This design comes from an exercise in tuning for small area, a short achievable clock period and few clock cycles on the open sky130 flow, not from production work.
Function was checked by simulation only, so behaviour that the tests miss may differ from the original.

==> v25: inputs <==
## updi_host
module updi_host (
    input  wire        clk,
    input  wire        rst,
    input  wire        cfg_a24,
    input  wire        req_valid,
    output wire        req_ready,
    input  wire [4:0]  req_op,
    input  wire        req_wide,
    input  wire [23:0] req_addr,
    input  wire [15:0] req_data,
    input  wire [16:0] req_len,
    output wire        rsp_valid,
    output wire [2:0]  rsp_kind,
    output wire [2:0]  rsp_stage,
    output wire [2:0]  rsp_cause,
    output wire [15:0] rsp_data,
    output wire [1:0]  life,
    output wire [1:0]  session,
    output wire        desync,
    input  wire        wd_valid,
    output wire        wd_ready,
    input  wire [7:0]  wd_data,
    output wire        rd_valid,
    output wire [7:0]  rd_data,
    output wire        ctl_valid,
    output wire [2:0]  ctl_cmd,
    input  wire        ctl_ready,
    input  wire        ctl_fail,
    output wire        tx_valid,
    output wire [7:0]  tx_data,
    input  wire        tx_ready,
    input  wire        rx_valid,
    input  wire        rx_err,
    input  wire [7:0]  rx_data,
    output wire        rx_ready
);
export LEC_CHECK = 0
export ABC_AREA = 1
export CAP_MARGIN = 20
export CORE_MARGIN = 2
export CORE_UTILIZATION = 40
export SETUP_SLACK_MARGIN = 4.5
export SLEW_MARGIN = 20
create_clock -name core_clock -period 8.0 [get_ports {clk}]
run.sh (not shown) runs the stock make flow with config.mk's settings and CLKGATE_MAP_FILE= SYNTH_SCRIPT=/design/flow/synth_recipe.tcl, a recipe that flattens the netlist after the stock synthesis.
==> v33: changes against v25 <==
==> flow/flow/run.sh (new file) <==
#!/bin/bash
set -o pipefail
export BUFFER_PORTS_ARGS="-buffer_cell sky130_fd_sc_hd__buf_1"
bash standard.sh > standard.log 2>&1
==> flow/standard.sh (new file) <==
#!/bin/bash
# synth_recipe.tcl (not shown) runs the flow's synth.tcl, then flattens the netlist and writes it again
# the make line also repeats each setting of config.mk as NAME=value (left out here)
make -C /OpenROAD-flow-scripts/flow DESIGN_CONFIG=/design/flow/config.mk WORK_HOME=/design/flow/orfs CLKGATE_MAP_FILE= SYNTH_SCRIPT=/design/flow/synth_recipe.tcl "${@:-finish}"
CTS_CLUSTER_DIAMETER = 100   (was unset)
CTS_CLUSTER_SIZE = 25   (was unset)
SETUP_SLACK_MARGIN = 3.5   (was 4.5)
removed: flow/run.sh
==> v27: changes against v25 <==
--- a/flow/design.v
+++ b/flow/design.v
@@ -76,40 +76,27 @@
     reg        ctl_fail_r;
     reg [2:0]  ctl_cmd_r;
     reg [4:0]  op;
     reg        wide;
     reg        a24;
     reg [23:0] addr;            
     reg [15:0] dat;
+    reg [7:0]  hi_r;
     reg [7:0]  ring [0:31];
+    reg [4:0]  kd;
     reg [4:0]  rp;
     reg [1:0]  life_r, session_r;
     reg        desync_r;
     reg        rsp_r;
-    reg [2:0]  ecode;           
-    localparam [2:0] E_OK = 3'd0, E_TSEND = 3'd1, E_TCFG = 3'd2, E_NORESP = 3'd3,
-                     E_PROTO = 3'd4, E_INVARG = 3'd5, E_LICFG = 3'd6,
-                     E_LICHK = 3'd7;
-    wire [7:0] lenm1 = addr[7:0];
+    reg [2:0]  kind_r, stage_r, cause_r;
+    wire [7:0] lenm1 = addr[7:0] - 8'd1;
     wire [7:0] asz   = a24 ? 8'h08 : 8'h04;
     wire [7:0] psz   = a24 ? 8'h02 : 8'h01;
     wire [7:0] dsz   = wide ? 8'h01 : 8'h00;
-    reg [7:0] opc, opc_r, b2, b2_r;
-    always @(*) begin
-        case (fr)
-            F_ISP1:  b2 = 8'h08;
-            F_ISP2:  b2 = 8'h80;
-            F_STCS:  b2 = dat[7:0];
-            default: b2 = addr[7:0];                     
-        endcase
-    end
-    always @(posedge clk) begin
-        opc_r <= opc;
-        b2_r  <= b2;
-    end
+    reg [7:0] opc;
     always @(*) begin
         case (fr)
             F_ISP1:  opc = 8'hC3;
             F_ISP2:  opc = 8'hC2;
             F_CDL:   opc = 8'h80;
             F_LDCS:  opc = {4'h8, addr[3:0]};
             F_STCS:  opc = {4'hC, addr[3:0]};
@@ -123,16 +110,22 @@
             default: opc = 8'hE6;                        
         endcase
     end
     reg [7:0] fbyte;
     always @(*) begin
         case (hidx)
             3'd0: fbyte = (fr == F_BRK) ? 8'h00 : 8'h55;
-            3'd1: fbyte = opc_r;
-            3'd2: fbyte = b2_r;
+            3'd1: fbyte = opc;
+            3'd2: case (fr)
+                      F_ISP1:  fbyte = 8'h08;
+                      F_ISP2:  fbyte = 8'h80;
+                      F_STCS:  fbyte = dat[7:0];
+                      F_REP:   fbyte = lenm1;
+                      default: fbyte = addr[7:0];
+                  endcase
             3'd3: fbyte = addr[15:8];
             3'd4: fbyte = addr[23:16];
             3'd5: fbyte = dat[7:0];
             default: fbyte = dat[15:8];
         endcase
     end
     reg [7:0] bbyte;
@@ -188,76 +181,62 @@
     assign tx_data  = src_wd ? wd_data : ibyte;
     wire   tx_fire  = tx_valid & tx_ready;
     wire   bc       = tx_on & ((pend & rx_valid) | (tx_fire & (abort | rx_valid)));
     assign rx_ready = st_rx | (tx_on & !abort & (pend | tx_fire));
     wire   rx_fire  = rx_ready & rx_valid;
     wire k_ld_last  = (cnt[2:0] == 3'd7) & (addr[1:0] == 2'd0 | cnt[3]) &
                       (addr[1:0] != 2'd2 | cnt[4]);
-    assign wd_ready = (src_wd & !pend & tx_ready & tx_on) | ((st == ST_KLD) & ((rp == 5'd0) | (cnt[4:0] == 5'd0)));
+    assign wd_ready = (src_wd & !pend & tx_ready & tx_on) | ((st == ST_KLD) & (kd == 5'd0));
     wire   wd_fire  = wd_ready & wd_valid;
     assign ctl_valid = (st == ST_CTL);
     assign ctl_cmd   = ctl_cmd_r;
     wire rx_dat = (fr == F_LDCS) | (fr == F_LOAD) | (fr == F_CDL);
     wire rx_ack = (fr == F_STORE) | (fr == F_PTR) | (fr == F_STI);
     wire rx_str = (fr == F_LDI) | (fr == F_SIB);
     wire cnt1   = (cnt == 17'd1);
     wire ack_fin = (fr == F_PTR) | ((fr == F_STORE) & hidx[2] & (hidx[1] | hidx[0])) |
                    ((fr == F_STI) & cnt1);
     wire is_ack  = (rx_data == 8'h40);
     wire nz      = (rx_data != 8'h00);
-    wire y_any   = st_rx & cnt1 & ((rx_dat & (fr != F_CDL)) | rx_str);
-    wire y_ack   = st_rx & rx_ack & ack_fin;
-    wire y_cdl   = st_rx & cnt1 & (fr == F_CDL);
-    wire x_txv   = req_last & !pend & !(st_key & rp[0]);
-    wire x_pend  = req_last & pend;
-    wire x_abort = x_txv & abort;
-    wire rx_fin  = rx_valid & !rx_err & (y_any | (y_ack & is_ack) | (y_cdl & nz));
-    wire tx_fin  = (x_pend & rx_valid) | (x_abort & tx_ready) |
-                   (x_txv & tx_ready & rx_valid);
-    wire fast    = rx_fin | tx_fin;
+    wire rx_fin  = st_rx & rx_valid & !rx_err &
+                   ((rx_dat & cnt1 & ((fr != F_CDL) | nz)) |
+                    (rx_ack & ack_fin & is_ack) |
+                    (rx_str & cnt1));
+    wire fast    = rx_fin | (req_last & bc);
     assign rsp_valid = rsp_r | fast;
     assign req_ready = (st == ST_IDLE) | fast;
     wire   accept    = req_valid & req_ready;
-    reg [2:0] ek, eg;
-    always @(*) begin
-        case (ecode)
-            E_TSEND:  begin ek = K_TRANSPORT; eg = G_SEND;      end
-            E_TCFG:   begin ek = K_TRANSPORT; eg = G_CONFIGURE; end
-            E_NORESP: begin ek = K_NORESP;    eg = G_RECEIVE;   end
-            E_PROTO:  begin ek = K_PROTOCOL;  eg = G_ACK;       end
-            E_INVARG: begin ek = K_INVARG;    eg = G_ARG;       end
-            E_LICFG:  begin ek = K_LINKINIT;  eg = G_CONFIGURE; end
-            E_LICHK:  begin ek = K_LINKINIT;  eg = G_CHECK;     end
-            default:  begin ek = K_OK;        eg = G_NONE;      end
-        endcase
-    end
-    assign rsp_kind  = ek;
-    assign rsp_stage = eg;
-    assign rsp_cause = (ecode == E_LICFG) ? K_TRANSPORT : K_OK;
+    assign rsp_kind  = kind_r;
+    assign rsp_stage = stage_r;
+    assign rsp_cause = cause_r;
     wire   dsel      = st_rx & ((fr == F_LDCS) | (fr == F_LOAD));
     wire   hsel      = st_rx & (fr == F_LOAD) & wide;
     wire   cdl1      = st_rx & (fr == F_CDL) & (op == OP_CDL);
-    assign rsp_data  = {dat[15:8] & {8{hsel}}, rx_data[7:1] & {7{dsel}},
+    assign rsp_data  = {hi_r & {8{hsel}}, rx_data[7:1] & {7{dsel}},
                         (rx_data[0] & dsel) | cdl1};
     assign rd_valid = st_rx & rx_str & rx_valid & !rx_err;
     assign rd_data  = rx_data;
     assign life    = life_r;
     assign session = (st_rx & (fr == F_CDL)) ? S_VERIFIED : session_r;
     assign desync  = desync_r;
     wire rq_ldi  = (req_op == OP_LDINC) | (req_op == OP_STINC);
     wire rq_rep  = (req_op == OP_REPEAT) | (req_op == OP_BULK);
     wire arg_bad = (req_op > OP_SIB) ||
                    (rq_ldi && (req_len[15:0] == 16'd0 || req_len[16])) ||
                    (rq_rep && (req_len == 17'd0 || req_len > 17'd256)) ||
                    ((req_op == OP_KEY) && (req_len > 17'd2));
     wire closed  = (life_r == L_CLOSED);
-    task automatic fail(input [2:0] e);
+    task automatic fail(input [2:0] k, input [2:0] g);
         begin
             rsp_r <= 1'b1;
-            ecode <= e;
+            if (op == OP_INIT && retry) begin
+                kind_r <= K_LINKINIT; stage_r <= g; cause_r <= k;
+            end else begin
+                kind_r <= k; stage_r <= g; cause_r <= K_OK;
+            end
             if (sent_any && op != OP_OPEN && op != OP_DBRK)
                 desync_r <= 1'b1;
             st <= ST_IDLE;
         end
     endtask
     task automatic done_ok;
         begin
@@ -278,32 +257,35 @@
     task automatic cdl_miss;
         begin
             if (op == OP_CDL)
                 done_ok;
             else if (!retry) begin
                 retry <= 1'b1; st <= ST_SEQ; pc <= P_D0;
             end else
-                fail(E_LICHK);
+                fail(K_OK, G_CHECK);
         end
     endtask
     integer i;
     always @(posedge clk) begin
         ring[0] <= ((st == ST_KLD) & wd_fire) ? wd_data : ring[31];
         for (i = 1; i < 32; i = i + 1)
             ring[i] <= ring[i-1];
+        kd <= ((st == ST_KLD) & !wd_fire) ? kd + 5'd1 : 5'd0;
         rp <= ((st == ST_KLD) & wd_fire) ? 5'd0 : rp + 5'd1 + {4'd0, st_key & bc};
     end
     always @(posedge clk) begin
         if (rst) begin
             st        <= ST_IDLE;
             life_r    <= L_CLOSED;
             session_r <= S_UNSYNC;
             desync_r  <= 1'b0;
             rsp_r     <= 1'b0;
-            ecode     <= E_OK;
+            kind_r    <= K_OK;
+            stage_r   <= G_NONE;
+            cause_r   <= K_OK;
             pend      <= 1'b0;
             abort     <= 1'b0;
         end else begin
             rsp_r <= 1'b0;
             if (bc) pend <= 1'b0;
             else if (tx_fire) pend <= 1'b1;
             if (bc & snd_last) abort <= 1'b0;
@@ -353,27 +335,27 @@
             end
             ST_RX: if (rx_valid) begin
                 if (rx_err) begin
                     if (fr == F_CDL) begin
                         desync_r <= 1'b1;
                         cdl_miss;
                     end else
-                        fail(E_NORESP);
+                        fail(K_NORESP, G_RECEIVE);
                 end else if (rx_ack) begin
                     if (!is_ack)
-                        fail(E_PROTO);
+                        fail(K_PROTOCOL, G_ACK);
                     else if (ack_fin)
                         st <= ST_IDLE;
                     else if (fr == F_STORE) begin
                         hidx <= 3'd5; st <= ST_TX;
                     end else begin
                         cnt <= cnt - 17'd1; hidx <= 3'd2; st <= ST_TX;
                     end
                 end else begin
-                    dat[15:8] <= rx_data;
+                    hi_r <= rx_data;
                     cnt  <= cnt - 17'd1;
                     if (cnt1) begin
                         if (fr != F_CDL)
                             st <= ST_IDLE;
                         else if (nz) begin
                             session_r <= S_VERIFIED;
                             st <= ST_IDLE;
@@ -389,40 +371,40 @@
             ST_SEQ: begin
                 case (pc)
                     P_O1: begin
                         if (!closed) ctl(C_CLOSE, P_O2); else pc <= P_O2;
                         life_r <= L_CLOSED;
                     end
                     P_O2: ctl(C_CFG_OP, P_O3);
-                    P_O3: if (ctl_fail_r) fail((op == OP_INIT && retry) ? E_LICFG : E_TCFG);
+                    P_O3: if (ctl_fail_r) fail(K_TRANSPORT, G_CONFIGURE);
                           else begin
                               ctl(C_DRAIN, P_D0);
                               life_r <= L_OPENED; session_r <= S_UNSYNC;
                           end
                     P_C1: if (!closed) ctl(C_CLOSE, P_C2); else pc <= P_C2;
                     P_C2: begin
                         life_r <= L_CLOSED; session_r <= S_UNSYNC; desync_r <= 1'b0;
                         done_ok;
                     end
                     P_D0: begin
                         if (!closed) ctl(C_CLOSE, P_D1); else pc <= P_D1;
                         life_r <= L_CLOSED;
                     end
                     P_D1: ctl(C_CFG_BREAK, P_D2);
-                    P_D2: if (ctl_fail_r) fail((op == OP_INIT && retry) ? E_LICFG : E_TCFG);
+                    P_D2: if (ctl_fail_r) fail(K_TRANSPORT, G_CONFIGURE);
                           else begin
                               ctl(C_DRAIN, P_D3);
                               life_r <= L_OPENED; session_r <= S_UNSYNC;
                           end
                     P_D3: begin send(F_BRK); pc <= P_D4; end
                     P_D4: ctl(C_DELAY, P_D5);
                     P_D5: begin send(F_BRK); pc <= P_D6; end
                     P_D6: begin ctl(C_CLOSE, P_D7); life_r <= L_CLOSED; end
                     P_D7: ctl(C_CFG_OP, P_D8);
-                    P_D8: if (ctl_fail_r) fail((op == OP_INIT && retry) ? E_LICFG : E_TCFG);
+                    P_D8: if (ctl_fail_r) fail(K_TRANSPORT, G_CONFIGURE);
                           else begin
                               life_r <= L_SYNC; session_r <= S_UNSYNC; desync_r <= 1'b0;
                               ctl(C_DRAIN, P_D9);
                           end
                     P_D9: if (op == OP_INIT) send(F_ISP1); else done_ok;
                     default: done_ok;
                 endcase
@@ -430,24 +412,24 @@
             default: ;
             endcase
             if (accept) begin
                 op       <= req_op;
                 wide     <= req_wide;
                 a24      <= cfg_a24;
                 addr     <= req_addr;
-                if (req_op == OP_REPEAT || req_op == OP_BULK)
-                    addr[7:0] <= req_len[7:0] - 8'd1;
-                if (req_op == OP_KEY)
+                if (req_op == OP_REPEAT || req_op == OP_BULK || req_op == OP_KEY)
                     addr[7:0] <= req_len[7:0];
                 dat      <= req_data;
                 sent_any <= 1'b0;
                 retry    <= 1'b0;
                 pend     <= 1'b0;
                 abort    <= 1'b0;
-                ecode    <= E_OK;
+                kind_r   <= K_OK;
+                stage_r  <= G_NONE;
+                cause_r  <= K_OK;
                 hidx     <= 3'd0;
                 fr       <= req_op[3:0];
                 case (req_op)
                     OP_LDINC: cnt <= req_wide ? {req_len[15:0], 1'b0} : {1'b0, req_len[15:0]};
                     OP_STINC: cnt <= {1'b0, req_len[15:0]};
                     OP_BULK:  cnt <= {7'd0, req_len[8:0], 1'b0};
                     default:  cnt <= 17'd0;
@@ -456,33 +438,33 @@
                 bcc <= (req_data != 16'd0 && req_data < 16'd10) ? 10'd6 : req_data[9:0];
                 case (req_op)
                     OP_OPEN:  begin st <= ST_SEQ; pc <= P_O1; end
                     OP_CLOSE: begin st <= ST_SEQ; pc <= P_C1; end
                     OP_DBRK:  begin st <= ST_SEQ; pc <= P_D0; end
                     OP_ISP, OP_INIT: begin
                         if (closed) begin
-                            rsp_r <= 1'b1; ecode <= E_TSEND;
+                            rsp_r <= 1'b1; kind_r <= K_TRANSPORT; stage_r <= G_SEND;
                             st <= ST_IDLE;
                         end else begin
                             fr <= F_ISP1; st <= ST_TX;
                         end
                     end
                     OP_CDL: begin
                         if (closed) begin
                             rsp_r <= 1'b1; st <= ST_IDLE;
                         end else begin
                             fr <= F_CDL; st <= ST_TX;
                         end
                     end
                     default: begin
                         if (arg_bad) begin
-                            rsp_r <= 1'b1; ecode <= E_INVARG;
+                            rsp_r <= 1'b1; kind_r <= K_INVARG; stage_r <= G_ARG;
                             st <= ST_IDLE;
                         end else if (closed) begin
-                            rsp_r <= 1'b1; ecode <= E_TSEND;
+                            rsp_r <= 1'b1; kind_r <= K_TRANSPORT; stage_r <= G_SEND;
                             st <= ST_IDLE;
                         end else if (req_op == OP_KEY)
                             st <= ST_KLD;
                         else if (req_op == OP_BULK)
                             st <= ST_BULK;
                         else
                             st <= ST_TX;
ABC_AREA = unset   (was 1)
SETUP_SLACK_MARGIN = unset   (was 4.5)
==> flow_summary.yaml <==
final_layout:
  bufAreaShareNonClock_pct: 8.19
placed_design:
  dpl.hpwl_um: 33400
critical_path:
  r2r-end: "fr[3]"
  r2r_start: "fr[0]"
grt:
  grtUsageMet3_pct: 3.63
sta:
  rsz0062_at_grt: "false"
outcome:
  status: "finished clean"
[end of results for v27]
==> flow_summary.yaml <==
outcome:
  status: "finished clean"
critical_path:
  r2r_start: "st[1]"
  r2r_cells: 13
  r2r-end: "cnt[0]"
  crit_required_ns: 6.40
placed_design:
  dpl.hpwl_um: 35900
sta:
  rsz0062_at_grt: "true"
grt:
  grtUsageMet3_pct: 4.05
final_layout:
  bufAreaShareNonClock_pct: 13.3
  num-multi-input-gates: 1161
[end of results for v25]
==> flow_summary.yaml <==
outcome:
  status: "finished clean"
final_layout:
  seq-cell-share_pct: 47.3
  bufAreaShareNonClock_pct: 6.37
critical_path:
  r2r_start: "st[1]"
  r2r-end: "cnt[12]"
sta:
  rsz0062_at_grt: "true"
  max_clock_freq_ghz: 0.219
placed_design:
  dpl.hpwl_um: 35300
floorplan:
  rows: 72
[end of results for v33]
Testbench counts of v25, summed over its fixed seeds: cycles 22,261.
Testbench counts of v33, summed over its fixed seeds: cycles 22,261.
Testbench counts of v27, summed over its fixed seeds: cycles 22,261.

==> separate check: timing with driven ports <==
How much do the figures lean on ideal ports? The routed layouts below were timed once more, with nothing changed but the port constraints.
Step 1, drivers: a clkbuf_16 drives clk and a buf_2 each remaining input, both assumed.
Step 2 also shifts input and output timing later by t, the mid clock arrival at the registers, as if the neighbouring blocks saw the same clock.
Three values: no drivers, after step 1, after step 2; two values: the first two.
run	t, ns	slack for setup (ns)	worst hold slack (ns)	slew at the worst register clock pin (ns)	worst slew at a driven data input, ns
v25	0.613	3.464 / 3.423 / 3.085	0.324 / 0.324 / 0.324	0.07 / 0.07	0.08
v33	0.604	3.426 / 3.388 / 2.923	0.331 / 0.331 / 0.331	0.10 / 0.10	0.06
v27	0.621	1.793 / 1.734 / 1.993	0.320 / 0.320 / 0.320	0.07 / 0.07	0.09
After both steps every run listed still meets setup and hold. For v33, which loses most, drivers alone change the setup slack by -0.038 ns; drivers and shift together by -0.503 ns.
